Source: an optimization exercise on an open RTL-to-GDS flow (aim: small area). Production flows keep margins and buffers that such runs may drop. Only simulation tests tie the RTL to the original design; equivalence was not proved. Power figures rest on the tool's default switching activity, not on a simulated workload.

## flow/design.v

```verilog
module labibus_core (
    input  wire         clk,
    input  wire         rst,
    input  wire         host_valid,
    output wire         host_ready,
    input  wire [1:0]   host_op,
    input  wire [7:0]   host_id,
    input  wire [15:0]  host_poll,
    input  wire [127:0] host_desc,
    input  wire [4:0]   host_desc_len,
    input  wire [63:0]  host_unit,
    input  wire [3:0]   host_unit_len,
    input  wire [31:0]  host_value,
    input  wire         rx_valid,
    input  wire [7:0]   rx_data,
    output wire         rx_ready,
    input  wire         turn_elapsed,
    input  wire         settle_elapsed,
    output wire         tx_valid,
    output reg  [7:0]   tx_data,
    input  wire         tx_ready,
    output wire         txc_clr,
    input  wire         txc,
    output reg          de,
    output reg          de_oe,
    output reg          uart_cfg_valid
);
    localparam [1:0] OP_CONFIGURE = 2'b01, OP_SET_VALUE = 2'b10;
    localparam [4:0] S_IDLE  = 5'd0,     
                     S_HW    = 5'd1,     
                     S_HC    = 5'd2,     
                     S_HL    = 5'd3,     
                     S_HA    = 5'd4,     
                     S_EW    = 5'd5,     
                     S_EC    = 5'd6,     
                     S_CV    = 5'd7,     
                     S_WS    = 5'd8,     
                     S_SYNC  = 5'd9,
                     S_BANG  = 5'd10,
                     S_IDH   = 5'd11,
                     S_IDL   = 5'd12,
                     S_COLON = 5'd13,
                     S_OP    = 5'd14,
                     S_SIGN  = 5'd15,
                     S_DIG   = 5'd16,    
                     S_DSH   = 5'd17,    
                     S_DOT   = 5'd18,
                     S_BAR1  = 5'd19,
                     S_F0    = 5'd20,    
                     S_F1    = 5'd21,    
                     S_CHR   = 5'd22,    
                     S_E1    = 5'd23,
                     S_E2    = 5'd24,
                     S_BAR   = 5'd25,    
                     S_CRC   = 5'd26,
                     S_CR    = 5'd27,
                     S_LF    = 5'd28,
                     S_DR    = 5'd29;    
    function [15:0] crc16_step(input [7:0] b, input [15:0] crc);
        integer i;
        reg [15:0] c;
        begin
            c = crc ^ {8'h00, b};
            for (i = 0; i < 8; i = i + 1)
                c = c[0] ? ((c >> 1) ^ 16'hA001) : (c >> 1);
            crc16_step = c;
        end
    endfunction
    function [3:0] hex_to_val(input [7:0] c);
        begin
            if (c[7:4] == 4'h3 && (!c[3] || c[2:1] == 2'b00))
                hex_to_val = c[3:0];
            else if ((c[7:4] == 4'h4 || c[7:4] == 4'h6) && !c[3] && c[2:0] != 3'd0 && c[2:0] != 3'd7)
                hex_to_val = {1'b1, c[2:0] == 3'd3 || c[2:0] == 3'd4 || c[2:0] == 3'd5 || c[2:0] == 3'd6,
                              c[2:0] == 3'd1 || c[2:0] == 3'd2 || c[2:0] == 3'd5 || c[2:0] == 3'd6,
                              c[2:0] == 3'd2 || c[2:0] == 3'd4 || c[2:0] == 3'd6};
            else
                hex_to_val = 4'd0;
        end
    endfunction
    function [7:0] val_to_hex(input [3:0] v);
        begin
            val_to_hex = (v[3] && (v[2] || v[1])) ?
                         {5'b01100, v[2:0] == 3'd5 || v[2:0] == 3'd6 || v[2:0] == 3'd7,
                                    v[2:0] == 3'd3 || v[2:0] == 3'd4 || v[2:0] == 3'd7,
                                    v[2:0] == 3'd2 || v[2:0] == 3'd4 || v[2:0] == 3'd6} :
                         {4'h3, v};
        end
    endfunction
    function needs_escape(input [7:0] b);
        begin
            needs_escape = (b < 8'h20) || (b >= 8'h7F) || (b == 8'h21) ||
                           (b == 8'h3F) || (b == 8'h7C) || (b == 8'h5C);
        end
    endfunction
    reg [4:0]  st;
    reg [5:0]  c1;           
    reg [5:0]  c2;           
    reg [3:0]  n_occ;        
    reg [7:0]  m;            
    reg [4:0]  fa_n;
    reg [15:0] crc;          
    reg [7:0]  rid;          
    reg        r_poll;
    reg        r_ok;
    reg [39:0] bcd;
    reg [5:0]  lowpos;
    reg        neg;
    reg        pass2;
    reg        started;
    reg [4:0]  a;
    reg [1:0]  sub;
    reg [5:0]  bc;
    wire [31:0] mh_all;      
    wire [7:0]  bh_all;      
    wire [7:0]  we_m;
    wire [7:0]  we_b;
    wire [3:0]  wnib;
    wire        wbit;
    genvar gs;
    generate
        for (gs = 0; gs < 8; gs = gs + 1) begin : slot
            reg [191:0] tr;
            reg [55:0]  wr;
            always @(posedge clk) begin
                tr <= {(we_m[gs] ? wnib : tr[3:0]), tr[191:4]};
                wr <= {(we_b[gs] ? wbit : wr[0]), wr[55:1]};
            end
            assign mh_all[4*gs +: 4] = tr[3:0];
            assign bh_all[gs]        = wr[0];
        end
    endgenerate
    wire [7:0] occ;
    genvar go;
    generate
        for (go = 0; go < 8; go = go + 1) begin : occd
            assign occ[go] = (n_occ > go);
        end
    endgenerate
    wire [7:0] hit = m & occ;
    wire       any_hit = |hit;
    reg  [2:0] hit_idx;
    integer k;
    always @(*) begin
        hit_idx = 3'd0;
        for (k = 7; k >= 0; k = k - 1)
            if (hit[k]) hit_idx = k[2:0];
    end
    wire [2:0] sel = any_hit ? hit_idx : n_occ[2:0];
    wire       hostmode = (st == S_HW) || (st == S_HC) || (st == S_HL) || (st == S_HA);
    wire       key7     = hostmode ? host_id[7] : rid[7];
    wire       key      = hostmode ? host_id[c2[2:0]] : rid[c2[2:0]];
    wire       found_lookup = any_hit && !key7;
    wire       found_find   = any_hit || !n_occ[3];
    wire [3:0] mh_sel = mh_all[4*sel +: 4];
    wire       bh_sel = bh_all[sel];
    wire [191:0] hring;      
    genvar gh;
    generate
        for (gh = 0; gh < 24; gh = gh + 1) begin : hmap
            if (gh >= 8) begin : d
                assign hring[8*gh +: 8] = {host_desc[8*(23-gh) +: 4], host_desc[8*(23-gh) + 4 +: 4]};
            end else begin : u
                assign hring[8*gh +: 8] = {host_unit[8*(7-gh) +: 4], host_unit[8*(7-gh) + 4 +: 4]};
            end
        end
    endgenerate
    wire [3:0]   hnib = hring[4*c1 +: 4];
    wire         hkeep = (c1[5] || c1[4]) ? ({1'b0, ~c1[5], ~c1[3:1]} < host_desc_len)
                                          : ({1'b0, ~c1[3:1]} < host_unit_len);
    assign wnib = hkeep ? hnib : 4'h0;
    reg sbit;
    always @(*) begin
        if (c2 < 6'd16)       sbit = host_poll[~c2[3:0]];
        else if (c2 < 6'd48)  sbit = host_value[{~c2[5], ~c2[3:0]}];
        else                  sbit = host_id[c2[2:0]];
    end
    wire conf_wr = (host_op == OP_CONFIGURE) && (host_desc_len != 5'd0) && found_find;
    wire set_wr  = (host_op == OP_SET_VALUE) && found_lookup;
    wire c2_last = (c2 == 6'd55);
    wire m_write = (st == S_HL) && conf_wr;
    wire b_write = ((st == S_HL) && conf_wr && (c2 < 6'd16 || c2 >= 6'd48)) ||
                   ((st == S_HL) && set_wr && ((c2 >= 6'd16 && c2 < 6'd48) || c2_last)) ||
                   ((st == S_EC) && c2_last && r_poll && found_lookup);
    assign wbit = c2_last ? ((st == S_HL) && (host_op == OP_SET_VALUE)) : sbit;
    genvar gw;
    generate
        for (gw = 0; gw < 8; gw = gw + 1) begin : wen
            assign we_m[gw] = m_write && (sel == gw);
            assign we_b[gw] = b_write && (sel == gw);
        end
    endgenerate
    assign host_ready = (st == S_HA);
    assign rx_ready   = (st == S_IDLE) && de_oe && !host_valid;
    wire   rx_fire    = rx_valid && rx_ready;
    wire [3:0] rx_hex = hex_to_val(rx_data);
    reg  [1:0] nib_idx;
    always @(*) nib_idx = (st == S_IDLE) ? (fa_n[1:0] + 2'd2) : sub;
    wire [3:0] crc_nib = crc[4*(3 - nib_idx) +: 4];
    wire [3:0] dig    = bcd[39:36];
    wire       skip   = !started && (dig == 4'd0) && (a > (r_poll ? 5'd6 : 5'd0));
    wire [7:0] cb     = rid;
    wire       in_desc = a[4] || a[3];
    wire       cb_end = (cb == 8'h00);
    wire       cb_esc = needs_escape(cb);
    assign tx_valid = (st == S_SYNC) || (st == S_BANG) || (st == S_IDH) || (st == S_IDL) ||
                      (st == S_COLON) || (st == S_OP) || (st == S_SIGN) ||
                      ((st == S_DIG) && !skip) || (st == S_DOT) || (st == S_BAR1) ||
                      (st == S_CHR) || (st == S_E1) || (st == S_E2) || (st == S_BAR) ||
                      (st == S_CRC) || (st == S_CR) || (st == S_LF);
    assign txc_clr  = tx_valid && tx_ready;
    wire   tx_fire  = tx_valid && tx_ready;
    wire   body_fire = tx_fire && (st != S_SYNC) && (st != S_CRC) &&
                       (st != S_CR) && (st != S_LF);
    reg [3:0] hex_nib;
    always @(*) begin
        case (st)
            S_IDH:   hex_nib = rid[7:4];
            S_IDL:   hex_nib = rid[3:0];
            S_E1:    hex_nib = cb[7:4];
            S_E2:    hex_nib = cb[3:0];
            default: hex_nib = crc_nib;
        endcase
    end
    always @(*) begin
        case (st)
            S_SYNC:  tx_data = 8'hFF;
            S_BANG:  tx_data = 8'h21;
            S_IDH, S_IDL, S_E1, S_E2, S_CRC: tx_data = val_to_hex(hex_nib);
            S_COLON: tx_data = 8'h3A;
            S_OP:    tx_data = r_poll ? 8'h50 : 8'h44;
            S_SIGN:  tx_data = 8'h2D;
            S_DIG:   tx_data = {4'h3, dig};
            S_DOT:   tx_data = 8'h2E;
            S_CHR:   tx_data = cb_end ? 8'h7C : (cb_esc ? 8'h5C : cb);
            S_CR:    tx_data = 8'h0D;
            S_LF:    tx_data = 8'h0A;
            default: tx_data = 8'h7C;    
        endcase
    end
    wire [15:0] crc_next = crc16_step((st == S_IDLE) ? rx_data : tx_data, crc);
    function [3:0] add3(input [3:0] x, input en);
        begin
            if (!en)
                add3 = x;
            else begin
                add3[3] = x[3] | (x[2] & (x[1] | x[0]));
                add3[2] = (x[3] & x[0]) | (x[2] & ~x[1] & ~x[0]);
                add3[1] = (x[3] & ~x[0]) | (~x[2] & x[1]) | (x[1] & x[0]);
                add3[0] = (x[3] & ~x[0]) | (~x[3] & ~x[2] & x[0]) | (x[2] & x[1] & ~x[0]);
            end
        end
    endfunction
    wire       adj_en = (st == S_CV);
    reg [39:0] bcd_adj;
    integer d;
    always @(*) begin
        for (d = 0; d < 9; d = d + 1)
            bcd_adj[4*d +: 4] = add3(bcd[4*d +: 4], adj_en);
        bcd_adj[39:36] = bcd[39:36];     
    end
    wire       dd_in = r_poll ? (bh_sel ^ (neg && (c2 < lowpos))) : bh_sel;
    wire [39:0] bcd_sh = {bcd_adj[38:0], adj_en & dd_in};
    always @(posedge clk) begin
        uart_cfg_valid <= 1'b0;
        c1 <= (c1 == 6'd47) ? 6'd0 : c1 + 6'd1;
        c2 <= c2_last ? 6'd0 : c2 + 6'd1;
        if (rst) begin
            st    <= S_IDLE;
            c1    <= 6'd0;
            c2    <= 6'd0;
            n_occ <= 4'd0;
            fa_n  <= 5'd0;
            de    <= 1'b0;
            de_oe <= 1'b0;
        end else begin
            if ((st == S_HC || st == S_EC) && c2 >= 6'd48 && !c2_last)
                m <= ((c2 == 6'd48) ? 8'hFF : m) & ~(bh_all ^ {8{key}});
            if (st == S_SYNC && tx_fire)
                crc <= 16'h0000;
            else if (body_fire)
                crc <= crc_next;
            if (st == S_SYNC)
                bc <= 6'd0;
            else if (body_fire)
                bc <= bc + 6'd1;
            case (st)
                S_IDLE: begin
                    if (host_valid) begin
                        st <= S_HW;
                    end else if (rx_fire) begin
                        if (fa_n == 5'd0) begin
                            if (rx_data == 8'h3F) begin
                                fa_n <= 5'd1;
                                crc  <= crc16_step(8'h3F, 16'h0000);
                                r_ok <= 1'b1;
                            end
                        end else if (rx_data == 8'h0D) begin
                        end else if (rx_data == 8'h0A) begin
                            if (fa_n == 5'd10 && r_ok) st <= S_EW;
                            else fa_n <= 5'd0;
                        end else if (!fa_n[4]) begin
                            fa_n <= fa_n + 5'd1;
                            if (fa_n <= 5'd5) crc <= crc_next;
                            if (fa_n == 5'd1 || fa_n == 5'd2) rid <= {rid[3:0], rx_hex};
                            if (fa_n == 5'd4) begin
                                r_poll <= (rx_data == 8'h50);
                                if (rx_data != 8'h50 && rx_data != 8'h44) r_ok <= 1'b0;
                            end
                            if (fa_n == 5'd5 && rx_data != 8'h7C) r_ok <= 1'b0;
                            if (fa_n >= 5'd6 && fa_n <= 5'd9 && rx_hex != crc_nib) r_ok <= 1'b0;
                        end else begin
                            fa_n <= 5'd0;      
                        end
                    end
                end
                S_HW: if (c2 == 6'd47) st <= S_HC;
                S_HC: if (c2_last) st <= S_HL;
                S_HL: if (c2_last) st <= S_HA;
                S_HA: begin
                    if (host_op == OP_CONFIGURE && conf_wr) begin
                        if (!any_hit) n_occ <= n_occ + 4'd1;
                        if (!de_oe) begin
                            de_oe          <= 1'b1;
                            de             <= 1'b0;
                            uart_cfg_valid <= 1'b1;
                        end
                    end
                    st <= S_IDLE;
                end
                S_EW: if (c2 == 6'd47) st <= S_EC;
                S_EC: if (c2_last) begin
                    fa_n <= 5'd0;
                    if (found_lookup && (!r_poll || bh_sel)) begin
                        de    <= 1'b1;
                        bcd   <= 40'd0;
                        pass2 <= 1'b0;
                        neg   <= 1'b0;
                        st    <= S_CV;
                    end else begin
                        st <= S_IDLE;
                    end
                end
                S_CV: begin
                    if (!r_poll) begin
                        if (c2 < 6'd16) bcd <= bcd_sh;
                        if (c2 == 6'd15) st <= S_WS;
                    end else if (c2 >= 6'd16 && c2 < 6'd48) begin
                        if (!pass2) begin
                            if (c2 == 6'd16) neg <= bh_sel;
                            if (c2 == 6'd16 || bh_sel) lowpos <= c2;
                            if (c2 == 6'd47) pass2 <= 1'b1;
                        end else begin
                            bcd <= bcd_sh;
                            if (c2 == 6'd47) st <= S_WS;
                        end
                    end
                end
                S_WS: if (settle_elapsed) st <= S_SYNC;
                S_SYNC:  if (tx_fire) st <= S_BANG;
                S_BANG:  if (tx_fire) st <= S_IDH;
                S_IDH:   if (tx_fire) st <= S_IDL;
                S_IDL:   if (tx_fire) st <= S_COLON;
                S_COLON: if (tx_fire) st <= S_OP;
                S_OP:    if (tx_fire) begin
                    st      <= (r_poll && neg) ? S_SIGN : S_DIG;
                    a       <= 5'd9;
                    started <= 1'b0;
                    sub     <= 2'd0;
                end
                S_SIGN:  if (tx_fire) st <= S_DIG;
                S_DIG: begin
                    if (skip) begin
                        st <= S_DSH;
                    end else if (tx_fire) begin
                        started <= 1'b1;
                        if (a == 5'd0)                 st <= S_BAR1;
                        else if (r_poll && a == 5'd6)  st <= S_DOT;
                        else                           st <= S_DSH;
                    end
                end
                S_DOT:   if (tx_fire) st <= S_DSH;
                S_DSH: begin
                    bcd <= bcd_sh;
                    sub <= sub + 2'd1;
                    if (sub == 2'd3) begin
                        a  <= a - 5'd1;
                        st <= S_DIG;
                    end
                end
                S_BAR1:  if (tx_fire) begin
                    a  <= 5'd23;
                    st <= r_poll ? S_CRC : S_F0;
                end
                S_F0: if (c1 == {a, 1'b0}) begin
                    rid     <= {rid[3:0], mh_sel};
                    st      <= S_F1;
                end
                S_F1: begin
                    rid     <= {rid[3:0], mh_sel};
                    st      <= S_CHR;
                end
                S_CHR: if (tx_fire) begin
                    if (cb_end) begin
                        if (!in_desc) st <= S_CRC;
                        else begin a <= 5'd7; st <= S_F0; end
                    end else if (cb_esc) begin
                        st <= S_E1;
                    end else if (a == 5'd8 || a == 5'd0) begin
                        st <= S_BAR;
                    end else begin
                        a <= a - 5'd1; st <= S_F0;
                    end
                end
                S_E1: if (tx_fire) st <= S_E2;
                S_E2: if (tx_fire) begin
                    if (a == 5'd8 || a == 5'd0) st <= S_BAR;
                    else begin a <= a - 5'd1; st <= S_F0; end
                end
                S_BAR: if (tx_fire) begin
                    if (!in_desc) st <= S_CRC;
                    else begin a <= a - 5'd1; st <= S_F0; end
                end
                S_CRC: if (tx_fire) begin
                    sub <= sub + 2'd1;
                    if (sub == 2'd3) st <= S_CR;
                end
                S_CR: if (tx_fire) st <= S_LF;
                S_LF: if (tx_fire) st <= S_DR;
                S_DR: if (txc) begin
                    de <= 1'b0;
                    st <= S_IDLE;
                end
                default: st <= S_IDLE;
            endcase
            if (body_fire && bc == 6'd63) st <= S_CRC;
            if ((body_fire && bc == 6'd63) || (st == S_BAR1 && tx_fire) ||
                ((st == S_CHR || st == S_BAR) && tx_fire && !in_desc && (cb_end || st == S_BAR)))
                sub <= 2'd0;
        end
    end
endmodule
```

## flow/flow/run.sh

```bash
#!/bin/bash
# Standard layout, with two changes: the port buffers are the smallest
# buffer cell, and clock tree synthesis inserts no dummy loads.
set -euo pipefail
export BUFFER_PORTS_ARGS="-buffer_cell sky130_fd_sc_hd__buf_1"
export CTS_ARGS="-sink_clustering_enable -repair_clock_nets -dont_use_dummy_load -sink_clustering_size 21 -sink_clustering_max_diameter 45 -buf_list {sky130_fd_sc_hd__clkbuf_8}"
bash standard.sh > standard_flow.log 2>&1
```

## flow/standard.sh

```bash
#!/bin/bash
# synth_recipe.tcl (not shown) runs the flow's synth.tcl, then flattens the netlist and writes it again
# the make line also repeats each setting of config.mk as NAME=value (left out here)
make -C /OpenROAD-flow-scripts/flow DESIGN_CONFIG=/design/flow/config.mk WORK_HOME=/design/flow/orfs CLKGATE_MAP_FILE= SYNTH_SCRIPT=/design/flow/synth_recipe.tcl "${@:-finish}"
```

## flow/config.mk

```make
export PLATFORM = sky130hd
export DESIGN_NAME = labibus_core
export DESIGN_NICKNAME = labibus_core
export VERILOG_FILES = /design/flow/design.v
export SDC_FILE = /design/flow/constraint.sdc
export NUM_CORES = 4
export LEC_CHECK = 0
export CAP_MARGIN = 20
export CORE_MARGIN = 2
export CORE_UTILIZATION = 45
export CTS_BUF_LIST = sky130_fd_sc_hd__clkbuf_4 sky130_fd_sc_hd__clkbuf_8
export CTS_CLUSTER_DIAMETER = 50
export CTS_CLUSTER_SIZE = 20
export PLACE_DENSITY = 0.65
export SLEW_MARGIN = 20
```

## flow/constraint.sdc

```tcl
create_clock -name core_clock -period 20.0 [get_ports {clk}]
set_input_delay 4.0000 -clock core_clock [delete_from_list [all_inputs] [get_ports {clk}]]
set_output_delay 4.0000 -clock core_clock [all_outputs]
set_load 0.01 [all_outputs]
```

==> results of run 1 <==
==> worst register-to-register path, delay by kind of cell (launching register included) <==
kind                      cells  cell delay [ps]
and+or+nand+nor               3             1120
DFF                           1              370
muxes                         1              290
buffers and inverters         1              360
xor gates and xnor gates      3              960
AOI/OAI and AO/OA             5             2010
==> metrics by stage <==
| step | total power [mW] | util [%] | setup slack, ps |
|---|---|---|---|
| floorplan | 4.77 | - | 11610 |
| global placement | 4.92 | 47.8 | 11140 |
| detailed placement | 4.92 | 47.8 | 11150 |
| CTS | 6.68 | 49.6 | 11150 |
| global route | 6.89 | 49.6 | 11080 |
| finish | 6.61 | 49.6 | 11110 |
==> final timing paths <==
| check | startpoint | endpoint | slack [ps] |
|---|---|---|---|
| setup / recovery | host_valid | rx_ready | 11110 |
| hold / removal | slot[3].tr[64] | slot[3].tr[60] | 270 |
| setup reg to reg | st[4] | crc[0] | 14710 |
| hold reg to reg | slot[3].tr[64] | slot[3].tr[60] | 270 |
==> per-layer routing <==
| metal | vias up | track usage (%) | wire (um) |
|---|---|---|---|
| li1 | 11800 | - | - |
| met1 | 11600 | 21.7 | 43600 |
| met2 | 640 | 21.3 | 36000 |
| met3 | 178 | 3.65 | 5670 |
| met4 | 2 | 5.68 | 2570 |
| met5 | - | 0 | 7 |
==> layout make-up <==
type                            count  area, um^2  share of cell area [%]
Antenna cell                        2        5.00                 0.00883
Clock buffer                      142        1950                    3.45
Inverter                           58         218                   0.384
Multi-Input combinational cell   1064        8160                    14.4
Sequential cell                  2109       43200                    76.2
Tap cell                         1512        1890                    3.34
Timing Repair Buffer              311        1250                    2.21
==> state kept, by name, summed over array words and instances (netlist names), 2 cells and up <==
signal,cells
bcd,40
st,5
c1,6
a,5
c2,6
lowpos,6
sub,2
slot.tr,1536
bc,6
rid,8
fa_n,5
m,8
crc,16
slot.wr,448
n_occ,4
==> cells in the final DEF, fill, tap and decap left out, types with 22 or more instances in the layout <==
cell type / count
nand3_1: 45
inv_1: 55
buf_1: 288
nor3_1: 42
xor2_1: 25
clkbuf_8: 142
mux2_2: 41
buf_4: 23
edfxtp_1: 96
a21oi_1: 83
dfxtp_1: 2011
ha_1: 35
o22ai_1: 24
mux4_2: 79
o21ai_0: 109
xnor2_1: 32
nand2_1: 110
a211oi_1: 22
nor2_1: 119
==> report_power, final <==
| part | internal (mW) | total (mW) | switching (mW) |
|---|---|---|---|
| logic | 0.237 | 0.569 | 0.332 |
| clock network | 0.639 | 1.77 | 1.13 |
| registers | 4.24 | 4.27 | 0.0214 |
| total | 5.12 | 6.61 | 1.48 |
==> kinds of logic (layout without fill, tap and decap cells) <==
logic type | count (synthesis) | count (layout)
other cells | 0 | 2
compound gates | 387 | 387
flops | 2109 | 2109
fa+ha+maj | 35 | 35
mux | 132 | 132
simple gates | 449 | 449
buf+inv | 143 | 511
xor+xnor | 61 | 61
==> flow_summary.toml, run 1 <==
[timing]
skew_ps = 111
slew_violations = 0
min_period_ps = 8890
rsz0062_at_grt = "no"
max_freq_ghz = 0.112
worst_hold_slack_ps = 273
setup_viol = 0
worst_pin_slew_ps = 1120
hold_viol = 0
fin_setup_tns_ps = 0
post-route-period-util_pct = 44.5
relSlewSlack_pct = 24.8

[worst_setup_path]
r2r_cells = 13
crit_chain = "buf_1 -> nor3_1 -> buf_1"
cp_max_fo = 4
crit_buf_inv = 2
required_ps = 16000
slowest_stage = "nor3_1"
startpoint_type = "input port"
arrival_ps = 4890
cp-end-kind = "primary output"
cpMostUsedCell = "buf_1"
max_stage_delay_ps = 480
crit_cells = 3
critical_path_class = "in -> out"
cp_top_family = "simple AND/OR/NAND/NOR gates"

[cts]
worstSkewPairLatency_ps = 820
cts_buffers = 142
path_clk_slew_ps = 120
h-tree-depth = 4
postCtsHoldBufs = 0
clockBufferDepth = 3
cts_tree = "yes"
clkSinkCount = 2109
post_cts_buffers = 0
cts_root_buf = "clkbuf_8"
cts_resized = 0

[placement]
port_buffers = 288
finalWeightedCongestion = 0.947
placed_cell_area_um2 = 54700
dp_hpwl_um = 59600
place_inst = 5054

[drt]
vias = 24200
wirelength_um = 87800
initialDrtViolationCount = 1706
wl_per_cell_um = 16.9
dr.pass1.iters = 7
via_per_inst = 4.66
post-route-drc-count = 0
ant_nets = 0

[run]
drv_cap = 0

[floorplan]
start_util_pct = 45.4
die_h_um = 344
rows = 124
fp.dieW_um = 344
core_um2 = 114000
die_area_um2 = 118000
io_pins = 290

[synth]
yosys_warnings = 1
syn_avg_cell_area_um2 = 15.6
ys_ff_latch = 2109
ys_seq_area_share_pct = 83.2
synthCells = 3316
synth_compound_area_share_pct = 4.96
synth-simple-area-share_pct = 4.21
synth_top_area_cell = "dfxtp_1"
synth_top_family_by_area = "compound AO/OA/AOI/OAI gates"
synthArstFlopShare_pct = 0
syn_area_um2 = 51900
synth_xor_area_share_pct = 1.13
synthTopCellsByArea = "dfxtp_1 78%, edfxtp_1 5.6%, mux4_2 3.4%, o21ai_0 1.1%, mux2_2 0.89%"
synth_nets = 3626
synth_edf_count = 96
synth.most_common_cell = "dfxtp_1"
yosys.area.top_type_share_pct = 77.7
synth.distinct_cells = 93
synthMuxAreaShare_pct = 4.55
synth_ff_type = "dfxtp_1"
yosys-top-cells-count = "2,013 x dfxtp_1, 120 x nor2_1, 110 x nand2_1"
synth_fa_ha_area_share_pct = 0.844

[cells_and_area]
final_area_um2 = 56700
areaGrowthSynthToFinish_pct = 9.25
layout.cells.non_filler = 5198
drive_gt1_share_pct = 8.82
finalNetCount = 3996
fillers = 9646

[power_and_ir_drop]
power_density_nw_per_um2 = 117
power_leakage_nw = 21.3
ir_drop_mv = 0.0785

[grt]
grt_max_degree = 55
grt_pass1_wl_um = 135000
grt_pass1_vias = 23900
grt_use_total_pct = 14.9
antenna_found_initial = 13
grt.overflow.total = 0

[hold_path]
hold_path_depth = 0
min_path_type = "reg -> reg"

[status]
status = "complete, no violations"
==> inputs of run 2 (changes only) <==
==> flow/config.mk (replaced) <==
export PLATFORM = sky130hd
export DESIGN_NAME = labibus_core
export DESIGN_NICKNAME = labibus_core
export VERILOG_FILES = /design/flow/design.v
export SDC_FILE = /design/flow/constraint.sdc
export NUM_CORES = 4
export LEC_CHECK = 0
export CAP_MARGIN = 20
export CORE_MARGIN = 2
export CORE_UTILIZATION = 60
export PLACE_DENSITY = 0.75
export SLEW_MARGIN = 20
==> flow_summary.toml, run 2 <==
[status]
status = "complete, no violations"

[synth]
synth_compound_area_share_pct = 4.96
yosys-top-cells-count = "2,013 x dfxtp_1, 120 x nor2_1, 110 x nand2_1"
synthArstFlopShare_pct = 0
synth_xor_area_share_pct = 1.13
synthTopCellsByArea = "dfxtp_1 78%, edfxtp_1 5.6%, mux4_2 3.4%, o21ai_0 1.1%, mux2_2 0.89%"
synthMuxAreaShare_pct = 4.55
synth_edf_count = 96
synthCells = 3316
syn_avg_cell_area_um2 = 15.6
ys_ff_latch = 2109
synth.most_common_cell = "dfxtp_1"
synth_top_family_by_area = "compound AO/OA/AOI/OAI gates"
synth_top_area_cell = "dfxtp_1"
synth-simple-area-share_pct = 4.21
syn_area_um2 = 51900
synth_ff_type = "dfxtp_1"
synth_fa_ha_area_share_pct = 0.844
ys_seq_area_share_pct = 83.2
yosys_warnings = 1
synth_nets = 3626
yosys.area.top_type_share_pct = 77.7
synth.distinct_cells = 93

[timing]
post-route-period-util_pct = 44.8
min_period_ps = 8960
hold_viol = 0
slew_violations = 0
relSlewSlack_pct = 29.1
setup_viol = 0
max_freq_ghz = 0.112
worst_pin_slew_ps = 1060
worst_hold_slack_ps = 239
rsz0062_at_grt = "no"
fin_setup_tns_ps = 0
skew_ps = 97.0

[grt]
grt.met2_usage_pct = 30.6
grt_util_met1_pct = 29.4
grt_use_met3_pct = 3.85
busiest_layer = "met2"
grt_pass1_vias = 24400
grt.overflow.total = 0
grt_use_total_pct = 20.2
grt_max_degree = 55
grt_pass1_wl_um = 139000
antenna_found_initial = 5

[cells_and_area]
drive_gt1_share_pct = 8.57
largest_reg_flops = 1536
areaGrowthSynthToFinish_pct = 8.15
fillers = 5932
layout_commonest_cell = "dfxtp_1"
largest_register = "slot.tr"
layout_common_cells = "2,011 x dfxtp_1, 288 x buf_1, 135 x clkbuf_8"
finalNetCount = 3988
layout.cells.non_filler = 4823
biggestRegsByFlops = "slot.tr: 1536 flops, slot.wr: 448 flops, bcd: 40 flops"

[cts]
cts_tree = "yes"
cts_resized = 0
clkSinkCount = 2109
h-tree-depth = 4
path_clk_slew_ps = 110
clockBufferDepth = 3
post_cts_buffers = 0
cts_buffers = 135
cts_root_buf = "clkbuf_8"
worstSkewPairLatency_ps = 800
postCtsHoldBufs = 0

[worst_setup_path]
startpoint_type = "input port"
cp_top_family = "simple AND/OR/NAND/NOR gates"
slowest_stage = "nor3_1"
critical_path_class = "in -> out"
crit_path_start = "host_valid"
required_ps = 16000
cpMostUsedCell = "buf_1"
crit_chain = "buf_1 -> nor3_1 -> buf_1"
arrival_ps = 4960
cp-end-kind = "primary output"
crit_buf_inv = 2
r2r_start = "st[1]"
cp_max_fo = 4
max_stage_delay_ps = 550

[hold_path]
min_path_type = "reg -> reg"
hp-start = "slot[3].tr[78]"

[drt]
dr.pass1.iters = 5
initialDrtViolationCount = 1775
wl_per_cell_um = 18.4
ant_nets = 0
wirelength_um = 89000
vias = 24300
post-route-drc-count = 0
via_per_inst = 5.03

[floorplan]
die_h_um = 298
die_area_um2 = 88800
rows = 107
core_um2 = 85400
fp.dieW_um = 298
io_pins = 290
start_util_pct = 60.7

[power_and_ir_drop]
power_density_nw_per_um2 = 117
ir_drop_mv = 0.0877
power_leakage_nw = 21.3
finalPower_mw = 6.58

[placement]
dp_hpwl_um = 58600
finalWeightedCongestion = 0.923
port_buffers = 288
place_inst = 4685

[run]
drv_cap = 0
-- run 2: layer usage --
layer | vias to the layer above | routed length, um
met5 | - | 0
met4 | 0 | 2320
met3 | 163 | 5030
met2 | 669 | 39300
met1 | 11700 | 42300
li1 | 11800 | -
-- run 2: report_power, final --
group | total, mW | leakage [nW] | switching [mW] | internal, mW
registers | 4.27 | 17.0 | 0.0238 | 4.25
logic | 0.564 | 3.30 | 0.325 | 0.238
clock network | 1.75 | 0.971 | 1.14 | 0.609
-- run 2: worst paths after layout --
check	slack [ps]	endpoint	depth (start not counted)
setup reg to reg	14780	crc[0]	13
hold reg to reg	240	slot[3].tr[74]	0
setup / recovery	11040	rx_ready	3
hold / removal	240	slot[3].tr[74]	0
-- run 2: cell type report --
type / instances / area [um^2] / share of cell area, %
antenna: 3 / 7.51 / 0.0134
multi-input combinational: 1064 / 8150 / 14.5
clock buffer: 135 / 1860 / 3.31
tap: 1144 / 1430 / 2.55
inverter: 58 / 218 / 0.388
sequential: 2109 / 43200 / 77.0
timing repair buffer: 310 / 1250 / 2.22
-- run 2: cells by family after synthesis --
family                     Yosys count
and+or+nand+nor                    449
DFF                               2109
AOI/OAI and AO/OA                  387
xor gates and xnor gates            61
adders and majority gates           35
muxes                              132
buffers and inverters              143
-- run 2: metrics by stage --
| step | setup slack [ps] | instance area (um^2) | utilization [%] |
|---|---|---|---|
| floorplan | 11610 | 51900 | - |
| global placement | 11070 | 54200 | 63.5 |
| detailed placement | 11060 | 54200 | 63.5 |
| CTS | 11060 | 56100 | 65.7 |
| global route | 11010 | 56100 | 65.7 |
| finish | 11040 | 56100 | 65.7 |
==> inputs of run 3 (changes only) <==
==> flow/flow/run.sh (replaced) <==
#!/bin/bash
# Standard layout, with two changes: the port buffers are the smallest
# buffer cell, and clock tree synthesis inserts no dummy loads.
set -euo pipefail
export BUFFER_PORTS_ARGS="-buffer_cell sky130_fd_sc_hd__buf_1"
export CTS_ARGS="-sink_clustering_enable -repair_clock_nets -dont_use_dummy_load -sink_clustering_size 12 -sink_clustering_max_diameter 40 -buf_list {sky130_fd_sc_hd__clkbuf_4}"
bash standard.sh > standard_flow.log 2>&1
--- a/flow/config.mk
+++ b/flow/config.mk
@@ -9,4 +9,7 @@
 export CORE_MARGIN = 2
-export CORE_UTILIZATION = 60
-export PLACE_DENSITY = 0.75
+export CORE_UTILIZATION = 45
+export CTS_BUF_LIST = sky130_fd_sc_hd__clkbuf_4 sky130_fd_sc_hd__clkbuf_8
+export CTS_CLUSTER_DIAMETER = 50
+export CTS_CLUSTER_SIZE = 20
+export PLACE_DENSITY = 0.65
 export SLEW_MARGIN = 20
==> flow_summary.toml, run 3 <==
[drt]
wirelength_um = 88100
ant_nets = 0
dr.pass1.iters = 7
vias = 24700
wl_per_cell_um = 16.7
initialDrtViolationCount = 1627
post-route-drc-count = 0
via_per_inst = 4.69

[timing]
slew_violations = 0
rsz0062_at_grt = "no"
max_freq_ghz = 0.112
setup_viol = 0
relSlewSlack_pct = 25.1
min_period_ps = 8900
skew_ps = 142
hold_viol = 0
worst_pin_slew_ps = 1120
post-route-period-util_pct = 44.5
fin_setup_tns_ps = 0
worst_hold_slack_ps = 229

[cells_and_area]
final_area_um2 = 56300
drive_gt1_share_pct = 10.5
finalNetCount = 4063
fillers = 9762
multi_input_area_um2 = 8160
register_area_um2 = 43200
layout_commonest_cell = "dfxtp_1"
layout.cells.non_filler = 5268
largest_register = "slot.tr"
largest_reg_flops = 1536
areaGrowthSynthToFinish_pct = 8.52
layout_common_cells = "2,011 x dfxtp_1, 288 x buf_1, 209 x clkbuf_4"
biggestRegsByFlops = "slot.tr: 1536 flops, slot.wr: 448 flops, bcd: 40 flops"

[grt]
grt_use_total_pct = 15.0
grt_pass1_vias = 24500
antenna_found_initial = 12
grt_max_degree = 55
grt.overflow.total = 0
grt_pass1_wl_um = 136000

[synth]
synth_top_area_cell = "dfxtp_1"
synthTopCellsByArea = "dfxtp_1 78%, edfxtp_1 5.6%, mux4_2 3.4%, o21ai_0 1.1%, mux2_2 0.89%"
ys_ff_latch = 2109
synth_ff_type = "dfxtp_1"
synthCells = 3316
synth.distinct_cells = 93
synth.most_common_cell = "dfxtp_1"
yosys_warnings = 1
syn_area_um2 = 51900
syn_avg_cell_area_um2 = 15.6
synth_nets = 3626
synth_edf_count = 96
yosys.area.top_type_share_pct = 77.7
ys_seq_area_share_pct = 83.2
yosys-top-cells-count = "2,013 x dfxtp_1, 120 x nor2_1, 110 x nand2_1"
synthArstFlopShare_pct = 0

[floorplan]
die_area_um2 = 118000
die_h_um = 344
core_um2 = 114000
fp.dieW_um = 344
rows = 124
io_pins = 290
start_util_pct = 45.4

[run]
drv_cap = 0

[placement]
place_inst = 5054
dp_hpwl_um = 59600
finalWeightedCongestion = 0.947
port_buffers = 288
placed_cell_area_um2 = 54700

[cts]
cts_tree = "yes"
cts_root_buf = "clkbuf_4"
postCtsHoldBufs = 0
worstSkewPairLatency_ps = 1070
h-tree-depth = 4
post_cts_buffers = 0
path_clk_slew_ps = 110
cts_resized = 0
cts_buffers = 209
clockBufferDepth = 3
clkSinkCount = 2109

[status]
status = "complete, no violations"

[worst_setup_path]
cp_max_fo = 4
required_ps = 16000
startpoint_type = "input port"
critical_path_class = "in -> out"
arrival_ps = 4900
cp-end-kind = "primary output"

[power_and_ir_drop]
ir_drop_mv = 0.0659
power_leakage_nw = 21.3
power_density_nw_per_um2 = 114

[hold_path]
min_path_type = "reg -> reg"
==> run 3: cell counts after synthesis <==
No cell type changed its count.
==> run 3: through the flow <==
stage	setup WS, ps	power, mW	utilization (%)
floorplan	11610	4.77	-
global placement	11140	4.92	47.8
detailed placement	11150	4.92	47.8
CTS	11150	6.53	49.2
global route	11080	6.75	49.2
finish	11100	6.44	49.2
==> run 3: final timing paths <==
kind,from,end,slack [ps],cells after the start
setup / recovery,host_valid,rx_ready,11100,3
hold / removal,slot[2].tr[59],slot[2].tr[55],230,0
setup reg to reg,n_occ[0],bcd[0],14730,16
hold reg to reg,slot[2].tr[59],slot[2].tr[55],230,0
==> run 3: logic make-up after synthesis <==
family / Yosys count / synth area share, %
XOR/XNOR: 61 / 1.13
AO/OA/AOI/OAI: 387 / 4.96
adder cells (fa/ha/maj): 35 / 0.844
AND/OR/NAND/NOR: 449 / 4.21
multiplexers: 132 / 4.55
flip-flops: 2109 / 83.2
buffers and inverters: 143 / 1.06
==> run 3: final cells by class <==
type | instances | share of cell area [%]
sequential | 2109 | 76.7
tap | 1512 | 3.36
timing repair buffer | 311 | 2.23
multi-input combinational | 1064 | 14.5
clock buffer | 209 | 2.79
inverter | 58 | 0.387
antenna | 5 | 0.0222
==> run 3: per-layer routing <==
metal	track usage, %	up-vias	share of wire (%)
met5	0	-	0.0079
met4	5.89	2	2.8
met3	4.06	184	7.0
met2	21.4	726	41
met1	21.6	11800	49
li1	-	12000	-
==> run 3: report_power, final <==
| group | internal [mW] | switching, mW |
|---|---|---|
| Clock | 0.480 | 1.13 |
| Combinational | 0.237 | 0.333 |
| Sequential | 4.25 | 0.0214 |
==> run 3: critical path, stage by stage <==
cell and delay, ps:
buf_1 200, nor3_1 500, buf_1 210
==> inputs of run 4 (changes only) <==
--- a/flow/design.v
+++ b/flow/design.v
@@ -167,3 +167,10 @@
     endgenerate
-    wire [3:0]   hnib = hring[4*c1 +: 4];
+    reg  [47:0]  c1_oh;
+    reg  [3:0]   hnib;
+    integer q;
+    always @(*) begin
+        for (q = 0; q < 48; q = q + 1) c1_oh[q] = (c1 == q);
+        hnib = 4'h0;
+        for (q = 0; q < 48; q = q + 1) hnib = hnib | ({4{c1_oh[q]}} & hring[4*q +: 4]);
+    end
     wire         hkeep = (c1[5] || c1[4]) ? ({1'b0, ~c1[5], ~c1[3:1]} < host_desc_len)
==> flow/flow/run.sh (replaced) <==
#!/bin/bash
set -euo pipefail
export BUFFER_PORTS_ARGS="-buffer_cell sky130_fd_sc_hd__buf_1"
export CTS_ARGS="-sink_clustering_enable -repair_clock_nets -dont_use_dummy_load -sink_clustering_size 10 -sink_clustering_max_diameter 35 -buf_list {sky130_fd_sc_hd__clkbuf_4}"
bash standard.sh > standard_flow.log 2>&1
--- a/flow/config.mk
+++ b/flow/config.mk
@@ -10,5 +10,2 @@
 export CORE_UTILIZATION = 45
-export CTS_BUF_LIST = sky130_fd_sc_hd__clkbuf_4 sky130_fd_sc_hd__clkbuf_8
-export CTS_CLUSTER_DIAMETER = 50
-export CTS_CLUSTER_SIZE = 20
 export PLACE_DENSITY = 0.65
==> flow_summary.toml, run 4 <==
[synth]
synth.most_common_cell = "dfxtp_1"
synthTopCellsByArea = "dfxtp_1 78%, edfxtp_1 5.6%, o21ai_0 1.5%, nor2_1 1.3%, nand2_1 1.3%"
synth_top_area_cell = "dfxtp_1"
yosys-top-cells-count = "2,013 x dfxtp_1, 180 x nor2_1, 178 x nand2_1"
synth_nets = 3813
syn_avg_cell_area_um2 = 14.8
synth.distinct_cells = 90
yosys_warnings = 1
synth_ff_type = "dfxtp_1"
syn_area_um2 = 51600
synthCells = 3500
synth_edf_count = 96
synthArstFlopShare_pct = 0
ys_seq_area_share_pct = 83.6
ys_ff_latch = 2109
yosys.area.top_type_share_pct = 78.1

[hold_path]
min_path_type = "reg -> reg"

[drt]
dr.pass1.iters = 6
wirelength_um = 101000
via_per_inst = 4.77
vias = 26400
wl_per_cell_um = 18.2
post-route-drc-count = 0
initialDrtViolationCount = 1363
ant_nets = 0

[placement]
dp_hpwl_um = 66700
placed_cell_area_um2 = 54500
place_ws_ps = 10910
port_buffers = 288
finalWeightedCongestion = 1.02

[cells_and_area]
layout_common_cells = "2,013 x dfxtp_1, 288 x buf_1, 287 x clkbuf_4"
multi_input_area_um2 = 7970
layout_commonest_cell = "dfxtp_1"
drive_gt1_share_pct = 9.62
finalNetCount = 4337
final_area_um2 = 56700
biggestRegsByFlops = "slot.tr: 1536 flops, slot.wr: 448 flops, bcd: 40 flops"
largest_register = "slot.tr"
areaGrowthSynthToFinish_pct = 9.77
register_area_um2 = 43200
largest_reg_flops = 1536
fillers = 9887

[timing]
relSlewSlack_pct = 22.7
post-route-period-util_pct = 44.8
fin_setup_tns_ps = 0
hold_viol = 0
min_period_ps = 8950
max_freq_ghz = 0.112
setup_viol = 0
fin_ws_ps = 11050
skew_ps = 121
rsz0062_at_grt = "no"
worst_pin_slew_ps = 1160
slew_violations = 0

[worst_setup_path]
startpoint_type = "input port"
endpoint = "rx_ready"
critical_path_class = "in -> out"
r2r_end = "bcd[36]"
arrival_ps = 4950
r2r_cells = 15
r2r_start = "n_occ[0]"
required_ps = 16000
reg2reg_slack_ps = 15070
cp_max_fo = 4
cp-end-kind = "primary output"
crit_path_start = "host_valid"

[power_and_ir_drop]
power_density_nw_per_um2 = 116
pwr-share-clk_pct = 28.1
power_leakage_nw = 21.6
ir_drop_mv = 0.0611
p_seq_share_pct = 64.9
netSwitchingPower_mw = 1.48
internal_power_mw = 5.08
combPwrFrac_pct = 7.0
swShare_pct = 22.5

[status]
status = "complete, no violations"

[grt]
grt_pass1_vias = 26100
grt.overflow.total = 0
grt_max_degree = 52
grt_use_total_pct = 17.1
antenna_found_initial = 2
grt_pass1_wl_um = 151000

[floorplan]
die_area_um2 = 117000
start_util_pct = 45.3
rows = 124
die_h_um = 343
fp.dieW_um = 343
io_pins = 290
core_um2 = 114000

[cts]
path_clk_slew_ps = 90
cts_root_buf = "clkbuf_4"
cts_tree = "yes"
worstSkewPairLatency_ps = 1120
postCtsHoldBufs = 0
cts_resized = 0
clockBufferDepth = 4
h-tree-depth = 5
clkSinkCount = 2109
post_cts_buffers = 0
cts_buffers = 287

[run]
drv_cap = 0
-- run 4: area by class of cell --
class / instances / area share (%)
well taps: 1512 / 3.34
inverters: 55 / 0.364
multi-input cells: 1259 / 14.1
diodes: 5 / 0.0221
flip-flops and latches: 2109 / 76.2
clock buffers: 287 / 3.80
repair buffers: 312 / 2.23
-- run 4: how the worst min path moves through the flow --
stage          depth (start not counted)              end            start  slack (ps)
2_1_floorplan                          0    slot[0].tr[0]    slot[0].tr[4]         310
3_5_place_dp                           0  slot[0].tr[149]  slot[0].tr[153]         310
5_1_grt                                0   slot[5].wr[25]   slot[5].wr[26]         250
6_report                               0   slot[7].tr[97]  slot[7].tr[101]         250
3_3_place_gp                           0    slot[2].wr[9]   slot[2].wr[10]         310
4_1_cts                                0   slot[7].tr[97]  slot[7].tr[101]         250
-- run 4: cell families (layout without fill, tap and decap cells) --
group | after synthesis | after routing | share of synthesized area (%)
other cells | 0 | 5 | 0
xor+xnor | 61 | 61 | 1.16
flops | 2109 | 2109 | 83.6
mux | 39 | 39 | 1.24
buf+inv | 132 | 654 | 0.996
compound gates | 530 | 530 | 6.70
fa+ha+maj | 38 | 38 | 0.921
simple gates | 591 | 591 | 5.34
-- run 4: worst max-delay path: stages --
cell and delay, ps:
buf_1 220, nor3b_1 520, buf_1 210
-- run 4: power groups by stage --
stage          logic [mW]  clock network, mW  registers (mW)
2_1_floorplan       0.322                  0            4.35
3_3_place_gp        0.452                  0            4.35
3_5_place_dp        0.451                  0            4.35
4_1_cts             0.453               1.95            4.26
5_1_grt             0.492               2.13            4.26
6_report            0.458               1.84            4.26
-- run 4: through the flow --
step	hold slack, ps	power, mW	std cells	utilization (%)
floorplan	310	4.67	3500	-
global placement	310	4.81	5246	47.8
detailed placement	312	4.80	5246	47.8
CTS	245	6.66	5533	49.7
global route	254	6.88	5536	49.7
finish	251	6.56	5539	49.7
-- run 4: routing by layer --
layer	track usage, %	wire length [um]	vias up	share of wire (%)
li1	-	-	12800	-
met1	20.7	42700	12300	42
met2	26.5	44500	954	44
met3	5.39	7610	279	7.6
met4	10.8	5960	0	5.9
met5	0	0	-	0
==> inputs of run 5 (changes only) <==
==> flow/flow/run.sh (replaced) <==
#!/bin/bash
set -euo pipefail
export BUFFER_PORTS_ARGS="-buffer_cell sky130_fd_sc_hd__buf_1"
export CTS_ARGS="-sink_clustering_enable -repair_clock_nets -dont_use_dummy_load -sink_clustering_size 20 -sink_clustering_max_diameter 45 -buf_list {sky130_fd_sc_hd__clkbuf_8}"
bash standard.sh > standard_flow.log 2>&1
==> flow_summary.toml, run 5 <==
[status]
status = "complete, no violations"

[cells_and_area]
biggestRegsByFlops = "slot.tr: 1536 flops, slot.wr: 448 flops, bcd: 40 flops"
register_area_um2 = 43200
multi_input_area_um2 = 7970
layout.cells.non_filler = 5402
fillers = 9826
largest_register = "slot.tr"
layout_common_cells = "2,013 x dfxtp_1, 288 x buf_1, 179 x nor2_1"
drive_gt1_share_pct = 6.44
areaGrowthSynthToFinish_pct = 9.60
largest_reg_flops = 1536
layout_commonest_cell = "dfxtp_1"
finalNetCount = 4200
final_area_um2 = 56600

[worst_setup_path]
required_ps = 16000
crit_path_start = "host_valid"
reg2reg_slack_ps = 15060
cp_max_fo = 4
endpoint = "rx_ready"
cp-end-kind = "primary output"
r2r_end = "bcd[20]"
startpoint_type = "input port"
r2r_start = "n_occ[0]"
arrival_ps = 4940
r2r_cells = 15
critical_path_class = "in -> out"

[cts]
clkSinkCount = 2109
cts_resized = 0
worstSkewPairLatency_ps = 840
cts_root_buf = "clkbuf_8"
postCtsHoldBufs = 0
cts_buffers = 150
path_clk_slew_ps = 100
clockBufferDepth = 3
h-tree-depth = 4
cts_tree = "yes"
post_cts_buffers = 0

[floorplan]
io_pins = 290
core_um2 = 114000
rows = 124
fp.dieW_um = 343
die_area_um2 = 117000
die_h_um = 343
start_util_pct = 45.3

[timing]
worst_pin_slew_ps = 1210
skew_ps = 117
min_period_ps = 8940
max_freq_ghz = 0.112
slew_violations = 0
setup_viol = 0
post-route-period-util_pct = 44.7
fin_setup_tns_ps = 0
rsz0062_at_grt = "no"
relSlewSlack_pct = 18.8
hold_viol = 0

[grt]
grt_util_met1_pct = 20.9
grt_max_degree = 52
grt.overflow.total = 0
busiest_layer = "met2"
grt_use_met3_pct = 4.02
grt_pass1_wl_um = 148000
grt_use_total_pct = 16.8
antenna_found_initial = 2
grt.met2_usage_pct = 26.4
grt_pass1_vias = 24800

[placement]
place_inst = 5246
finalWeightedCongestion = 1.02
dp_hpwl_um = 66700
port_buffers = 288
placed_cell_area_um2 = 54500

[drt]
vias = 25600
ant_nets = 0
via_per_inst = 4.73
wl_per_cell_um = 18.5
initialDrtViolationCount = 1557
wirelength_um = 99700
dr.pass1.iters = 6
post-route-drc-count = 0

[synth]
syn_avg_cell_area_um2 = 14.8
synth_ff_type = "dfxtp_1"
yosys.area.top_type_share_pct = 78.1
synth_top_area_cell = "dfxtp_1"
synth_edf_count = 96
synthTopCellsByArea = "dfxtp_1 78%, edfxtp_1 5.6%, o21ai_0 1.5%, nor2_1 1.3%, nand2_1 1.3%"
ys_ff_latch = 2109
synth.most_common_cell = "dfxtp_1"
syn_area_um2 = 51600
yosys_warnings = 1
ys_seq_area_share_pct = 83.6
synth_nets = 3813
synthArstFlopShare_pct = 0
synth.distinct_cells = 90
synthCells = 3500
yosys-top-cells-count = "2,013 x dfxtp_1, 180 x nor2_1, 178 x nand2_1"

[power_and_ir_drop]
power_density_nw_per_um2 = 115
power_leakage_nw = 21.4
finalPower_mw = 6.53
ir_drop_mv = 0.0613

[hold_path]
min_path_type = "reg -> reg"

[run]
drv_cap = 0
==> run 5: cell counts after synthesis <==
Identical to the previous run, type by type.
==> run 5: worst max-delay path: stages <==
cell     delay [ps]
buf_1           210
nor3b_1         520
buf_1           210
==> run 5: cell type report <==
cell class | instances | area share [%]
flip-flops and latches | 2109 | 76.3
multi-input cells | 1259 | 14.1
clock buffers | 150 | 3.65
well taps | 1512 | 3.34
repair buffers | 312 | 2.23
inverters | 55 | 0.365
diodes | 5 | 0.0221
==> run 5: per-stage QoR <==
step | util [%] | hold WS (ps) | setup WS, ps
2_1_floorplan | - | 310 | 11630
3_3_place_gp | 47.8 | 310 | 10950
3_5_place_dp | 47.8 | 312 | 10910
4_1_cts | 49.6 | 249 | 10910
5_1_grt | 49.6 | 249 | 10960
6_report | 49.6 | 250 | 11060
==> run 5: cells by family after synthesis <==
family	count (synthesis)	synth area share, %
mux	39	1.24
compound gates	530	6.70
buf+inv	132	0.996
flops	2109	83.6
simple gates	591	5.34
fa+ha+maj	38	0.921
xor+xnor	61	1.16
==> run 5: worst min path at each step <==
stage / start / to / slack (ps) / cells past startpoint
after floorplan: slot[0].tr[4] / slot[0].tr[0] / 310 / 0
after global routing: slot[5].wr[35] / slot[5].wr[34] / 250 / 0
after CTS: slot[5].wr[35] / slot[5].wr[34] / 250 / 0
after detailed placement: slot[0].tr[153] / slot[0].tr[149] / 310 / 0
after global placement: slot[2].wr[10] / slot[2].wr[9] / 310 / 0
final: slot[2].tr[154] / slot[2].tr[150] / 250 / 0
==> run 5: metal layers <==
layer	wire (um)	part of all wire, %
met1	43100	43
met2	44200	44
met3	6500	6.5
met4	5820	5.8
met5	0	0
==> run 5: power breakdown <==
part,switching [mW],total [mW],internal (mW)
logic,0.283,0.459,0.176
clock network,1.15,1.82,0.672
registers,0.0130,4.26,4.24
==> inputs of run 6 (changes only) <==
==> flow/flow/run.sh (replaced) <==
#!/bin/bash
set -euo pipefail
export BUFFER_PORTS_ARGS="-buffer_cell sky130_fd_sc_hd__buf_1"
export CTS_ARGS="-sink_clustering_enable -repair_clock_nets -dont_use_dummy_load -sink_clustering_size 11 -sink_clustering_max_diameter 40 -buf_list {sky130_fd_sc_hd__clkbuf_4}"
bash standard.sh > standard_flow.log 2>&1
==> flow_summary.toml, run 6 <==
[status]
status = "complete, no violations"

[drt]
ant_nets = 0
via_per_inst = 4.74
initialDrtViolationCount = 1556
vias = 26000
wirelength_um = 99900
dr.pass1.iters = 6
post-route-drc-count = 0
wl_per_cell_um = 18.2

[worst_setup_path]
arrival_ps = 4990
cp_max_fo = 4
r2r_cells = 15
critical_path_class = "in -> out"
cp-end-kind = "primary output"
reg2reg_slack_ps = 15080
r2r_start = "n_occ[0]"
required_ps = 16000
r2r_end = "bcd[22]"
startpoint_type = "input port"

[synth]
synthCells = 3500
synth.most_common_cell = "dfxtp_1"
synth_nets = 3813
syn_avg_cell_area_um2 = 14.8
ys_seq_area_share_pct = 83.6
ys_ff_latch = 2109
synth.distinct_cells = 90
yosys_warnings = 1
yosys.area.top_type_share_pct = 78.1
synthArstFlopShare_pct = 0
syn_area_um2 = 51600
synth_edf_count = 96
synthTopCellsByArea = "dfxtp_1 78%, edfxtp_1 5.6%, o21ai_0 1.5%, nor2_1 1.3%, nand2_1 1.3%"
synth_top_area_cell = "dfxtp_1"
synth_ff_type = "dfxtp_1"
yosys-top-cells-count = "2,013 x dfxtp_1, 180 x nor2_1, 178 x nand2_1"

[grt]
grt_pass1_vias = 25500
grt.overflow.total = 0
grt_use_total_pct = 16.9
grt_max_degree = 52
grt_pass1_wl_um = 149000
antenna_found_initial = 3

[cts]
cts_root_buf = "clkbuf_4"
h-tree-depth = 4
path_clk_slew_ps = 110
clockBufferDepth = 3
worstSkewPairLatency_ps = 1130
post_cts_buffers = 0
cts_resized = 0
cts_tree = "yes"
cts_buffers = 224
postCtsHoldBufs = 0
clkSinkCount = 2109

[hold_path]
hp-start = "slot[0].tr[78]"
min_path_type = "reg -> reg"
hold_path_depth = 0
min_to = "slot[0].tr[74]"

[floorplan]
die_h_um = 343
io_pins = 290
core_um2 = 114000
start_util_pct = 45.3
fp.dieW_um = 343
die_area_um2 = 117000
rows = 124

[cells_and_area]
fillers = 9934
largest_register = "slot.tr"
areaGrowthSynthToFinish_pct = 8.86
layout_common_cells = "2,013 x dfxtp_1, 288 x buf_1, 224 x clkbuf_4"
largest_reg_flops = 1536
biggestRegsByFlops = "slot.tr: 1536 flops, slot.wr: 448 flops, bcd: 40 flops"
final_util_pct = 49.3
layout_commonest_cell = "dfxtp_1"
finalNetCount = 4274
drive_gt1_share_pct = 8.18

[run]
drv_cap = 0

[timing]
setup_viol = 0
fin_setup_tns_ps = 0
rsz0062_at_grt = "no"
hold_viol = 0
min_period_ps = 8990
fin_ws_ps = 11010
slew_violations = 0
relSlewSlack_pct = 19.6
worst_pin_slew_ps = 1210
max_freq_ghz = 0.111
post-route-period-util_pct = 44.9
skew_ps = 123

[placement]
port_buffers = 288
place_ws_ps = 10910
dp_hpwl_um = 66700
finalWeightedCongestion = 1.02

[power_and_ir_drop]
power_leakage_nw = 21.3
power_density_nw_per_um2 = 113
ir_drop_mv = 0.0606
-- run 6: cell counts after synthesis --
No cell type changed its count.
-- run 6: per-layer routing --
layer	track usage (%)	part of all wire, %	wire (um)	up-vias
li1	-	-	-	12700
met1	20.7	43	43000	12100
met2	26.7	45	44500	883
met3	4.74	6.8	6790	260
met4	10.0	5.6	5610	0
met5	0	0	0	-
-- run 6: cell type report --
cell class              instances  area [um^2]  area share [%]
multi-input cells            1259         7970            14.2
diodes                          5         12.5          0.0223
clock buffers                 224         1680            2.99
inverters                      55          206           0.367
repair buffers                312         1260            2.24
well taps                    1512         1890            3.37
flip-flops and latches       2109        43200            76.8
-- run 6: worst max-delay path by stage --
| stage | endpoint | start | slack [ps] | cells after the start |
|---|---|---|---|---|
| 6_report | rx_ready | host_valid | 11010 | 3 |
| 5_1_grt | rx_ready | host_valid | 10960 | 3 |
| 4_1_cts | rx_ready | host_valid | 10910 | 3 |
| 3_5_place_dp | rx_ready | host_valid | 10910 | 3 |
| 3_3_place_gp | rx_ready | host_valid | 10950 | 3 |
| 2_1_floorplan | rx_ready | host_valid | 11630 | 1 |
-- run 6: report_power, final --
part	switching, mW	total, mW	internal (mW)	leakage, nW
clock network	1.14	1.65	0.513	1.03
logic	0.282	0.459	0.176	3.28
registers	0.0127	4.26	4.24	17.0
total	1.44	6.37	4.93	21.3
-- run 6: through the flow --
stage | total power, mW | cells | hold WS [ps] | instance area, um^2
global placement | 4.81 | 5246 | 310 | 54500
global route | 6.66 | 5473 | 209 | 56200
finish | 6.37 | 5476 | 218 | 56200
detailed placement | 4.80 | 5246 | 312 | 54500
CTS | 6.46 | 5470 | 196 | 56200
floorplan | 4.67 | 3500 | 310 | 51600
-- run 6: logic make-up (layout without fill, tap and decap cells) --
family                     Yosys count  after routing  synth area share, %
xor gates and xnor gates            61             61                 1.16
buffers and inverters              132            591                0.996
muxes                               39             39                 1.24
and+or+nand+nor                    591            591                 5.34
other                                0              5                    0
adders and majority gates           38             38                0.921
DFF                               2109           2109                 83.6
AOI/OAI and AO/OA                  530            530                 6.70
-- run 6: worst max-delay path, stage by stage --
cell and delay (ps):
buf_1 220, nor3b_1 550, buf_1 210
==> inputs of run 7 (changes only) <==
==> flow/flow/run.sh (replaced) <==
#!/bin/bash
set -euo pipefail
export BUFFER_PORTS_ARGS="-buffer_cell sky130_fd_sc_hd__buf_1"
export CTS_ARGS="-sink_clustering_enable -repair_clock_nets -dont_use_dummy_load -sink_clustering_size 12 -sink_clustering_max_diameter 32 -buf_list {sky130_fd_sc_hd__clkbuf_4}"
bash standard.sh > standard_flow.log 2>&1
==> flow_summary.toml, run 7 <==
[grt]
antenna_found_initial = 2
grt_use_total_pct = 17.0
grt_pass1_vias = 26000
grt.overflow.total = 0
grt_pass1_wl_um = 150000
grt_max_degree = 52

[placement]
dp_hpwl_um = 66700
place_ws_ps = 10910
place_inst = 5246
finalWeightedCongestion = 1.02
port_buffers = 288

[drt]
post-route-drc-count = 0
wirelength_um = 101000
dr.pass1.iters = 6
initialDrtViolationCount = 1505
wl_per_cell_um = 18.2
vias = 26200
via_per_inst = 4.73
ant_nets = 0

[synth]
syn_area_um2 = 51600
ys_seq_area_share_pct = 83.6
synth_top_area_cell = "dfxtp_1"
yosys-top-cells-count = "2,013 x dfxtp_1, 180 x nor2_1, 178 x nand2_1"
yosys_warnings = 1
synth.most_common_cell = "dfxtp_1"
yosys.area.top_type_share_pct = 78.1
synth_nets = 3813
synth_edf_count = 96
synth_ff_type = "dfxtp_1"
synthArstFlopShare_pct = 0
ys_ff_latch = 2109
synthTopCellsByArea = "dfxtp_1 78%, edfxtp_1 5.6%, o21ai_0 1.5%, nor2_1 1.3%, nand2_1 1.3%"
syn_avg_cell_area_um2 = 14.8
synth.distinct_cells = 90
synthCells = 3500

[timing]
rsz0062_at_grt = "no"
hold_viol = 0
skew_ps = 123
relSlewSlack_pct = 20.6
setup_viol = 0
worst_hold_slack_ps = 251
worst_pin_slew_ps = 1180
max_freq_ghz = 0.112
slew_violations = 0
min_period_ps = 8950
fin_ws_ps = 11050
post-route-period-util_pct = 44.7
fin_setup_tns_ps = 0

[floorplan]
die_area_um2 = 117000
die_h_um = 343
rows = 124
fp.dieW_um = 343
start_util_pct = 45.3
core_um2 = 114000
io_pins = 290

[cells_and_area]
drive_gt1_share_pct = 9.55
layout_common_cells = "2,013 x dfxtp_1, 288 x buf_1, 284 x clkbuf_4"
largest_reg_flops = 1536
fillers = 9902
biggestRegsByFlops = "slot.tr: 1536 flops, slot.wr: 448 flops, bcd: 40 flops"
final_util_pct = 49.7
layout_commonest_cell = "dfxtp_1"
areaGrowthSynthToFinish_pct = 9.73
finalNetCount = 4334
layout.cells.non_filler = 5535
largest_register = "slot.tr"

[worst_setup_path]
cp-end-kind = "primary output"
r2r_cells = 15
max_stage_delay_ps = 520
cp_top_family = "simple AND/OR/NAND/NOR gates"
crit_chain = "buf_1 -> nor3b_1 -> buf_1"
cp_max_fo = 4
required_ps = 16000
critical_path_class = "in -> out"
reg2reg_slack_ps = 15070
arrival_ps = 4950
r2r_start = "n_occ[0]"
cpMostUsedCell = "buf_1"
slowest_stage = "nor3b_1"
crit_buf_inv = 2
r2r_end = "bcd[20]"
startpoint_type = "input port"

[cts]
cts_root_buf = "clkbuf_4"
clkSinkCount = 2109
path_clk_slew_ps = 110
cts_resized = 0
clockBufferDepth = 4
cts_tree = "yes"
cts_buffers = 284
h-tree-depth = 5
postCtsHoldBufs = 0
post_cts_buffers = 0
worstSkewPairLatency_ps = 1130

[power_and_ir_drop]
power_density_nw_per_um2 = 116
ir_drop_mv = 0.0625
power_leakage_nw = 21.6

[hold_path]
min_path_type = "reg -> reg"
hold_path_depth = 0
min_to = "slot[6].tr[101]"
hp-start = "slot[6].tr[105]"

[status]
status = "complete, no violations"

[run]
drv_cap = 0
-- run 7: cell counts after synthesis --
Identical to the previous run, type by type.
-- run 7: cell families (layout without fill, tap and decap cells) --
logic type / count (synthesis) / after routing / synth area share (%)
flops: 2109 / 2109 / 83.6
simple gates: 591 / 591 / 5.34
compound gates: 530 / 530 / 6.70
buf+inv: 132 / 651 / 0.996
xor+xnor: 61 / 61 / 1.16
mux: 39 / 39 / 1.24
fa+ha+maj: 38 / 38 / 0.921
other cells: 0 / 4 / 0
-- run 7: worst max path at each step --
stage,startpoint,end,depth (start not counted)
2_1_floorplan,host_valid,rx_ready,1
3_3_place_gp,host_valid,rx_ready,3
3_5_place_dp,host_valid,rx_ready,3
4_1_cts,host_valid,rx_ready,3
5_1_grt,host_valid,rx_ready,3
6_report,host_valid,rx_ready,3
-- run 7: layout make-up --
class / count / area [um^2] / area share, %
Sequential cell: 2109 / 43200 / 76.2
Clock buffer: 284 / 2130 / 3.76
Tap cell: 1512 / 1890 / 3.34
Antenna cell: 4 / 10.0 / 0.0177
Multi-Input combinational cell: 1259 / 7970 / 14.1
Inverter: 55 / 206 / 0.364
Timing Repair Buffer: 312 / 1260 / 2.23
-- run 7: per-stage QoR --
stage	total power, mW	area (um^2)
floorplan	4.67	51600
global placement	4.81	54500
detailed placement	4.80	54500
CTS	6.64	56600
global route	6.86	56600
finish	6.55	56700
-- run 7: routing by layer --
metal  share of wire [%]  vias up  track usage, %
met1                  43    12200            20.6
li1                    -    12800               -
met3                 7.2      270            5.31
met4                 5.6        0            10.6
met5                   0        -               0
met2                  44      891            26.5
-- run 7: power breakdown --
group	total (mW)	internal, mW	switching [mW]
registers	4.26	4.24	0.0128
clock network	1.83	0.656	1.18
logic	0.459	0.176	0.282

==> re-timing with driven ports <==
Ports are ideal in the flow. The routed layouts listed here were re-timed in OpenROAD.
Step 1 (the two cells are an assumption about what drives the block):
set clk [get_ports {clk}]
set_driving_cell -lib_cell sky130_fd_sc_hd__clkbuf_16 $clk
set_driving_cell -lib_cell sky130_fd_sc_hd__buf_2 [delete_from_list [all_inputs] $clk]
Step 2 moves the port delays by t, midway between the first and last clock arrival at a register: inputs arrive t later, outputs are due t later. That takes back most of the time a late clock gives input paths.
Slacks: ideal / step 1 / step 2; pairs: ideal / step 1.
run | shift t [ns] | slack for setup (ns) | worst setup path after step 2 | pins driven straight from the clock port
run 1 | 0.824 | 11.106 / 11.083 / 11.083 | input to output | 1
run 2 | 0.815 | 11.044 / 11.021 / 11.021 | input to output | 1
run 3 | 1.046 | 11.097 / 11.073 / 11.073 | input to output | 1
run 4 | 1.113 | 11.045 / 11.023 / 11.023 | input to output | 1
run 5 | 0.839 | 11.056 / 11.034 / 11.034 | input to output | 1
run 6 | 1.099 | 11.012 / 10.990 / 10.990 | input to output | 1
run 7 | 1.115 | 11.050 / 11.028 / 11.028 | input to output | 1
After both steps every run listed still meets setup and hold. The setup slack of run 3, which loses most, moves by -0.024 ns with the drivers and by -0.024 ns with both steps.
